Source: an optimization exercise on an open RTL-to-GDS flow (aim: small area, a short achievable clock period and few clock cycles per item). Production flows keep margins and buffers that such runs may drop. RTL that was checked went through simulation tests only; none was proved equivalent to the original. Power and IR drop assume default switching activity.

## rev 12
==> module oncore_crc, before the edit <==
module oncore_crc (
    input  wire        clk,
    input  wire        rst_n,        
    input  wire [1:0]  cmd,          
    input  wire [4:0]  cmd_order,    
    input  wire [15:0] cmd_poly,     
    input  wire [15:0] cmd_init,     
    input  wire [7:0]  cmd_data,     
    output wire        cmd_ready,
    output wire        res_valid,
    output wire [15:0] res
);
    localparam [1:0] CMD_START  = 2'd1;
    localparam [1:0] CMD_BYTE   = 2'd2;
    localparam [1:0] CMD_FINISH = 2'd3;
    reg [7:0]  crc_lo;       
    reg [15:0] poly;         
    reg [6:0]  q;            
    reg [3:0]  nlo;          
    reg [7:0]  top;          
    reg        data_v;
    reg [15:0] rsh;
    reg [3:0]  rcnt;         
    reg        rbusy;
    reg        fin_r;        
    wire rfree = !rbusy || (rcnt == 4'd0);
    wire rload = fin_r && rfree;
    assign cmd_ready = !fin_r || rfree;
    assign res_valid = rbusy && (rcnt == 4'd0);
    assign res       = rsh;
    wire start = (cmd == CMD_START);
    function [15:0] align;
        input [15:0] x;
        input [4:0]  n;
        reg   [31:0] y;
        begin
            y = {x, 16'b0};
            y = n[0] ? {1'b0, y[31:1]} : y;
            y = n[1] ? {2'b0, y[31:2]} : y;
            y = n[2] ? {4'b0, y[31:4]} : y;
            y = n[3] ? {8'b0, y[31:8]} : y;
            align = y[15:0] | (x & {16{n[4]}});
        end
    endfunction
    reg [7:0] qn;
    integer m, j;
    always @* begin
        qn = 8'd1;
        for (m = 1; m < 8; m = m + 1) begin
            qn[m] = 1'b0;
            for (j = 1; j <= m; j = j + 1)
                qn[m] = qn[m] ^ (poly[16-j] & qn[m-j]);
        end
    end
    wire [15:0] pv   = poly & {16{data_v}};
    wire [15:0] base = data_v ? {crc_lo, 8'b0}
                     : start  ? align(cmd_init, cmd_order)
                     : {top, crc_lo};
    reg  [7:0]  d, fb;
    reg  [15:0] crc_d;
    integer i, k;
    always @* begin
        for (i = 0; i < 8; i = i + 1)
            d[i] = top[7-i];
        for (i = 0; i < 8; i = i + 1) begin
            fb[i] = d[i];
            for (k = 0; k < i; k = k + 1)
                fb[i] = fb[i] ^ (q[i-k-1] & d[k]);
        end
        crc_d = base;
        for (k = 0; k < 8; k = k + 1)
            crc_d = crc_d ^ ({16{fb[k]}} & (pv << (7-k)));
    end
    always @(posedge clk) begin
        top    <= crc_d[15:8] ^ (cmd_data & {8{cmd == CMD_BYTE}});
        data_v <= (cmd == CMD_BYTE);
        q      <= qn[7:1];
        crc_lo <= crc_d[7:0];
        if (start) begin
            poly <= align(cmd_poly, cmd_order);
            nlo  <= cmd_order[3:0];
        end
        rsh  <= rload ? {top, crc_lo} : {1'b0, rsh[15:1]};
        rcnt <= rload ? nlo : rcnt + 4'd1;
        if (!rst_n) begin
            rbusy <= 1'b0;
            fin_r <= 1'b0;
        end else begin
            rbusy <= rload || (rbusy && rcnt != 4'd0);
            fin_r <= (fin_r && !rfree) || (cmd == CMD_FINISH && cmd_ready);
        end
    end
endmodule
Settings: LEC_CHECK=0, CAP_MARGIN=20, CORE_MARGIN=2, CORE_UTILIZATION=40, CTS_BUF_LIST=sky130_fd_sc_hd__clkbuf_8, SETUP_SLACK_MARGIN=3.25, SLEW_MARGIN=20; clock period 6.0 ns.
standard.sh (not shown) runs the stock make flow with config.mk's settings and CLKGATE_MAP_FILE= SYNTH_SCRIPT=/design/flow/synth_recipe.tcl, a recipe that flattens the netlist after the stock synthesis.
==> flow/flow/run.sh <==
#!/bin/bash
# Standard layout, but the port buffers that global placement inserts use
# buf_1 instead of the slow clkdlybuf4s50_1 that buffer_ports picks by itself.
set -euo pipefail
export BUFFER_PORTS_ARGS="-buffer_cell sky130_fd_sc_hd__buf_1"
bash standard.sh > standard.log 2>&1
Testbench counts of rev 12, summed over its fixed seeds: cycles 35,351, bytes 32,800.
Here is what was changed in the inputs of rev 13 compared with rev 12.
--- a/flow/design.v
+++ b/flow/design.v
@@ -12,13 +12,13 @@
 );
     localparam [1:0] CMD_START  = 2'd1;
     localparam [1:0] CMD_BYTE   = 2'd2;
     localparam [1:0] CMD_FINISH = 2'd3;
-    reg [7:0]  crc_lo;       
+    reg [15:0] crc;          
     reg [15:0] poly;         
     reg [6:0]  q;            
     reg [3:0]  nlo;          
-    reg [7:0]  top;          
+    reg [7:0]  data;
     reg        data_v;
     reg [15:0] rsh;
     reg [3:0]  rcnt;         
     reg        rbusy;
@@ -52,17 +52,17 @@
                 qn[m] = qn[m] ^ (poly[16-j] & qn[m-j]);
         end
     end
     wire [15:0] pv   = poly & {16{data_v}};
-    wire [15:0] base = data_v ? {crc_lo, 8'b0}
+    wire [15:0] base = data_v ? {crc[7:0], 8'b0}
                      : start  ? align(cmd_init, cmd_order)
-                     : {top, crc_lo};
+                     : crc;
     reg  [7:0]  d, fb;
     reg  [15:0] crc_d;
     integer i, k;
     always @* begin
         for (i = 0; i < 8; i = i + 1)
-            d[i] = top[7-i];
+            d[i] = crc[15-i] ^ data[7-i];
         for (i = 0; i < 8; i = i + 1) begin
             fb[i] = d[i];
             for (k = 0; k < i; k = k + 1)
                 fb[i] = fb[i] ^ (q[i-k-1] & d[k]);
@@ -71,17 +71,17 @@
         for (k = 0; k < 8; k = k + 1)
             crc_d = crc_d ^ ({16{fb[k]}} & (pv << (7-k)));
     end
     always @(posedge clk) begin
-        top    <= crc_d[15:8] ^ (cmd_data & {8{cmd == CMD_BYTE}});
+        data   <= cmd_data;
         data_v <= (cmd == CMD_BYTE);
         q      <= qn[7:1];
-        crc_lo <= crc_d[7:0];
+        crc    <= crc_d;
         if (start) begin
             poly <= align(cmd_poly, cmd_order);
             nlo  <= cmd_order[3:0];
         end
-        rsh  <= rload ? {top, crc_lo} : {1'b0, rsh[15:1]};
+        rsh  <= rload ? crc : {1'b0, rsh[15:1]};
         rcnt <= rload ? nlo : rcnt + 4'd1;
         if (!rst_n) begin
             rbusy <= 1'b0;
             fin_r <= 1'b0;
--- outcome ---
- Per the comparison of rev 13 with rev 12, worst clock skew saw little to no change, total power saw an increase, worst setup timing slack at the placement stage saw an increase, slew of the pin with the lowest slew margin saw a decrease, internal reg-to-reg setup slack saw a decrease.
- Side by side, wire length turned out higher in rev 13 than in rev 12.
Testbench counts of rev 13, summed over its fixed seeds: cycles 35,351, bytes 32,800.

run a:
The RTL this note starts from:
==> flow/design.v <==
module oncore_crc (
    input  wire        clk,
    input  wire        rst_n,        
    input  wire [1:0]  cmd,          
    input  wire [4:0]  cmd_order,    
    input  wire [15:0] cmd_poly,     
    input  wire [15:0] cmd_init,     
    input  wire [7:0]  cmd_data,     
    output wire        cmd_ready,
    output wire        res_valid,
    output wire [15:0] res
);
    localparam [1:0] CMD_START  = 2'd1;
    localparam [1:0] CMD_BYTE   = 2'd2;
    localparam [1:0] CMD_FINISH = 2'd3;
    reg [7:0]  crc_lo;       
    reg [15:0] poly;         
    reg [6:0]  q;            
    reg [3:0]  nlo;          
    reg [7:0]  top;          
    reg        data_v;
    reg [15:0] rsh;
    reg [3:0]  rcnt;         
    reg        rbusy;
    reg        fin_r;        
    reg  ready_r;            
    reg  valid_r;            
    wire rfree = !rbusy || (rcnt == 4'd0);
    wire rload = fin_r && rfree;
    wire [3:0] rcnt_n  = rload ? nlo : rcnt + 4'd1;
    wire       rbusy_n = rload || (rbusy && rcnt != 4'd0);
    wire       fin_n   = (fin_r && !rfree) || (cmd == CMD_FINISH && ready_r);
    assign cmd_ready = ready_r;
    assign res_valid = valid_r;
    assign res       = rsh;
    wire start = (cmd == CMD_START);
    function [15:0] align;
        input [15:0] x;
        input [4:0]  n;
        reg   [31:0] y;
        begin
            y = {x, 16'b0};
            y = n[0] ? {1'b0, y[31:1]} : y;
            y = n[1] ? {2'b0, y[31:2]} : y;
            y = n[2] ? {4'b0, y[31:4]} : y;
            y = n[3] ? {8'b0, y[31:8]} : y;
            align = y[15:0] | (x & {16{n[4]}});
        end
    endfunction
    reg [7:0] qn;
    integer m, j;
    always @* begin
        qn = 8'd1;
        for (m = 1; m < 8; m = m + 1) begin
            qn[m] = 1'b0;
            for (j = 1; j <= m; j = j + 1)
                qn[m] = qn[m] ^ (poly[16-j] & qn[m-j]);
        end
    end
    wire [15:0] pv   = poly & {16{data_v}};
    wire [15:0] base = data_v ? {crc_lo, 8'b0}
                     : start  ? align(cmd_init, cmd_order)
                     : {top, crc_lo};
    reg  [7:0]  d, fb;
    reg  [15:0] crc_d;
    integer i, k;
    always @* begin
        for (i = 0; i < 8; i = i + 1)
            d[i] = top[7-i];
        for (i = 0; i < 8; i = i + 1) begin
            fb[i] = d[i];
            for (k = 0; k < i; k = k + 1)
                fb[i] = fb[i] ^ (q[i-k-1] & d[k]);
        end
        crc_d = base;
        for (k = 0; k < 8; k = k + 1)
            crc_d = crc_d ^ ({16{fb[k]}} & (pv << (7-k)));
    end
    always @(posedge clk) begin
        top    <= crc_d[15:8] ^ (cmd_data & {8{cmd == CMD_BYTE}});
        data_v <= (cmd == CMD_BYTE);
        q      <= qn[7:1];
        crc_lo <= crc_d[7:0];
        if (start) begin
            poly <= align(cmd_poly, cmd_order);
            nlo  <= cmd_order[3:0];
        end
        rsh  <= rload ? {top, crc_lo} : {1'b0, rsh[15:1]};
        rcnt <= rcnt_n;
        if (!rst_n) begin
            rbusy   <= 1'b0;
            fin_r   <= 1'b0;
            ready_r <= 1'b1;
            valid_r <= 1'b0;
        end else begin
            rbusy   <= rbusy_n;
            fin_r   <= fin_n;
            ready_r <= !fin_n || !rbusy_n || (rcnt_n == 4'd0);
            valid_r <= rbusy_n && (rcnt_n == 4'd0);
        end
    end
endmodule
clock: 6.0 ns
lec_check: 0
cap_margin: 20
core_margin: 2
core_utilization: 40
cts_buf_list: sky130_fd_sc_hd__clkbuf_8
setup_slack_margin: 3.5
slew_margin: 20
Scripts as last shown in full above: flow/flow/run.sh
Testbench counts of run a, summed over its fixed seeds: cycles 35,351, bytes 32,800.
Input changes introduced in run b (baseline for comparison: run a):
==> flow/design.v <==
module oncore_crc (
    input  wire        clk,
    input  wire        rst_n,        
    input  wire [1:0]  cmd,          
    input  wire [4:0]  cmd_order,    
    input  wire [15:0] cmd_poly,     
    input  wire [15:0] cmd_init,     
    input  wire [7:0]  cmd_data,     
    output wire        cmd_ready,
    output wire        res_valid,
    output wire [15:0] res
);
    localparam [1:0] CMD_START  = 2'd1;
    localparam [1:0] CMD_BYTE   = 2'd2;
    localparam [1:0] CMD_FINISH = 2'd3;
    reg [15:0] crc;          
    reg [15:0] poly;         
    reg [6:0]  q;            
    reg [3:0]  nlo;          
    reg [7:0]  data;
    reg        data_v;
    reg [15:0] rsh;
    reg [3:0]  rcnt;         
    reg        rbusy;
    reg        fin_r;        
    wire rfree = !rbusy || (rcnt == 4'd0);
    wire rload = fin_r && rfree;
    assign cmd_ready = !fin_r || rfree;
    assign res_valid = rbusy && (rcnt == 4'd0);
    assign res       = rsh;
    wire start = (cmd == CMD_START);
    function [15:0] align;
        input [15:0] x;
        input [4:0]  n;
        reg   [31:0] y;
        begin
            y = {x, 16'b0};
            y = n[0] ? {1'b0, y[31:1]} : y;
            y = n[1] ? {2'b0, y[31:2]} : y;
            y = n[2] ? {4'b0, y[31:4]} : y;
            y = n[3] ? {8'b0, y[31:8]} : y;
            align = y[15:0] | (x & {16{n[4]}});
        end
    endfunction
    reg [7:0] qn;
    integer m, j;
    always @* begin
        qn = 8'd1;
        for (m = 1; m < 8; m = m + 1) begin
            qn[m] = 1'b0;
            for (j = 1; j <= m; j = j + 1)
                qn[m] = qn[m] ^ (poly[16-j] & qn[m-j]);
        end
    end
    wire [15:0] pv   = poly & {16{data_v}};
    wire [15:0] base = data_v ? {crc[7:0], 8'b0}
                     : start  ? align(cmd_init, cmd_order)
                     : crc;
    reg  [7:0]  d, fb;
    reg  [15:0] crc_d;
    integer i, k;
    always @* begin
        for (i = 0; i < 8; i = i + 1)
            d[i] = crc[15-i] ^ data[7-i];
        for (i = 0; i < 8; i = i + 1) begin
            fb[i] = d[i];
            for (k = 0; k < i; k = k + 1)
                fb[i] = fb[i] ^ (q[i-k-1] & d[k]);
        end
        crc_d = base;
        for (k = 0; k < 8; k = k + 1)
            crc_d = crc_d ^ ({16{fb[k]}} & (pv << (7-k)));
    end
    always @(posedge clk) begin
        data   <= cmd_data;
        data_v <= (cmd == CMD_BYTE);
        q      <= qn[7:1];
        crc    <= crc_d;
        if (start) begin
            poly <= align(cmd_poly, cmd_order);
            nlo  <= cmd_order[3:0];
        end
        rsh  <= rload ? crc : {1'b0, rsh[15:1]};
        rcnt <= rload ? nlo : rcnt + 4'd1;
        if (!rst_n) begin
            rbusy <= 1'b0;
            fin_r <= 1'b0;
        end else begin
            rbusy <= rload || (rbusy && rcnt != 4'd0);
            fin_r <= (fin_r && !rfree) || (cmd == CMD_FINISH && cmd_ready);
        end
    end
endmodule
[summary]
- Run b went all the way through synthesis, placement and routing and the layout is clean on timing, DRC and antenna.
- Run b vs run a — power drawn by the combinational cells rose about 80%.
- Synthesized netlist net count (run b over run a): increase, 38
- Sort run a and run b by met1 track demand over resource, descending, and run b comes first.
- Compared with run a, run b ends up with more cell area.
- Run b against run a: multi-input logic area shows an increase of 21%; via count shows an increase of 20%; worst-case setup margin in the final layout went down 0.063 ns.
- Compared with run a, total routed wirelength in run b increased by more than a quarter.
- Going from run a to run b, utilization rose by 5.3 points, final setup skew stayed essentially flat.
Testbench counts of run b, summed over its fixed seeds: cycles 35,351, bytes 32,800.

## maple
oncore_crc with an RTL version that a note above also has.
Size: ~670 cells after synthesis, roughly 66 flip-flops, about 67 I/O pins, roughly 5600 um^2 of cells after synthesis.
clock: 6.0 ns
lec_check: 0
cap_margin: 20
core_margin: 2
core_utilization: 40
cts_buf_list: sky130_fd_sc_hd__clkbuf_8
setup_slack_margin: 3.5
slew_margin: 20
Scripts as last shown in full above: flow/flow/run.sh
Testbench counts of maple, summed over its fixed seeds: cycles 35,351, bytes 32,800.
What cedar does differently from maple at the input level:
diff --git a/flow/design.v b/flow/design.v
--- a/flow/design.v
+++ b/flow/design.v
@@ -20,12 +20,18 @@
     reg [7:0]  top;          
     reg        data_v;
+    reg        align_v;      
     reg [15:0] rsh;
     reg [3:0]  rcnt;         
     reg        rbusy;
     reg        fin_r;        
+    reg  ready_r;            
+    reg  valid_r;            
     wire rfree = !rbusy || (rcnt == 4'd0);
     wire rload = fin_r && rfree;
-    assign cmd_ready = !fin_r || rfree;
-    assign res_valid = rbusy && (rcnt == 4'd0);
+    wire [3:0] rcnt_n  = rload ? nlo : rcnt + 4'd1;
+    wire       rbusy_n = rload || (rbusy && rcnt != 4'd0);
+    wire       fin_n   = (fin_r && !rfree) || (cmd == CMD_FINISH && ready_r);
+    assign cmd_ready = ready_r;
+    assign res_valid = valid_r;
     assign res       = rsh;
     wire start = (cmd == CMD_START);
@@ -54,6 +60,7 @@
     end
     wire [15:0] pv   = poly & {16{data_v}};
-    wire [15:0] base = data_v ? {crc_lo, 8'b0}
-                     : start  ? align(cmd_init, cmd_order)
+    wire [15:0] base = data_v  ? {crc_lo, 8'b0}
+                     : start   ? cmd_init
+                     : align_v ? align({top, crc_lo}, {nlo == 4'd0, nlo})
                      : {top, crc_lo};
     reg  [7:0]  d, fb;
@@ -75,18 +82,25 @@
         top    <= crc_d[15:8] ^ (cmd_data & {8{cmd == CMD_BYTE}});
         data_v <= (cmd == CMD_BYTE);
+        align_v <= start;
         q      <= qn[7:1];
         crc_lo <= crc_d[7:0];
         if (start) begin
-            poly <= align(cmd_poly, cmd_order);
+            poly <= cmd_poly;
             nlo  <= cmd_order[3:0];
+        end else if (align_v) begin
+            poly <= align(poly, {nlo == 4'd0, nlo});
         end
         rsh  <= rload ? {top, crc_lo} : {1'b0, rsh[15:1]};
-        rcnt <= rload ? nlo : rcnt + 4'd1;
+        rcnt <= rcnt_n;
         if (!rst_n) begin
-            rbusy <= 1'b0;
-            fin_r <= 1'b0;
+            rbusy   <= 1'b0;
+            fin_r   <= 1'b0;
+            ready_r <= 1'b1;
+            valid_r <= 1'b0;
         end else begin
-            rbusy <= rload || (rbusy && rcnt != 4'd0);
-            fin_r <= (fin_r && !rfree) || (cmd == CMD_FINISH && cmd_ready);
+            rbusy   <= rbusy_n;
+            fin_r   <= fin_n;
+            ready_r <= !start && (!fin_n || !rbusy_n || (rcnt_n == 4'd0));
+            valid_r <= rbusy_n && (rcnt_n == 4'd0);
         end
     end
[summary]
Reported for maple and cedar, maximum clock insertion buffer count turned out identical to the last digit.
cedar packs its core more loosely than maple.
For the clock tree cell share of total cell area, cedar came in 1.3 points lower than maple did.
The wire length in cedar sits 750 um above the value recorded for maple.
The post-route standard cell area excluding fillers number comes out lower for maple vs cedar.
Only the layout flow was run in cedar; the RTL was not checked for function there.

==> separate check: timing with driven ports <==
The results above use ideal ports. As a check the final layouts listed here were re-extracted and re-timed, cells and wires unchanged.
Step 1 (the two cells are an assumption about what drives the block):
set clk [get_ports {clk}]
set_driving_cell -lib_cell sky130_fd_sc_hd__clkbuf_16 $clk
set_driving_cell -lib_cell sky130_fd_sc_hd__buf_2 [delete_from_list [all_inputs] $clk]
Step 2 moves the port delays by t, midway between the first and last clock arrival at a register: inputs arrive t later, outputs are due t later. That takes back most of the time a late clock gives input paths.
Three values: ideal, step 1, step 2; two values: the first two.
run | t, ns | slack for setup (ns) | worst setup path at the end | worst register clock-pin slew, ns
rev 12 | 0.399 | 3.320 / 3.299 / 2.901 | input to register | 0.09 / 0.09
rev 13 | 0.412 | 3.309 / 3.272 / 2.860 | input to register | 0.09 / 0.09
run a | 0.382 | 3.422 / 3.319 / 2.937 | input to register | 0.08 / 0.08
run b | 0.402 | 3.360 / 3.349 / 2.947 | input to register | 0.08 / 0.08
maple | 0.402 | 3.469 / 3.354 / 2.952 | input to register | 0.08 / 0.08
cedar | 0.414 | 3.577 / 3.562 / 3.147 | input to register | 0.08 / 0.08
After both steps every run listed still meets setup and hold. For maple, which loses most, drivers alone change the setup slack by -0.115 ns; drivers and shift together by -0.517 ns.
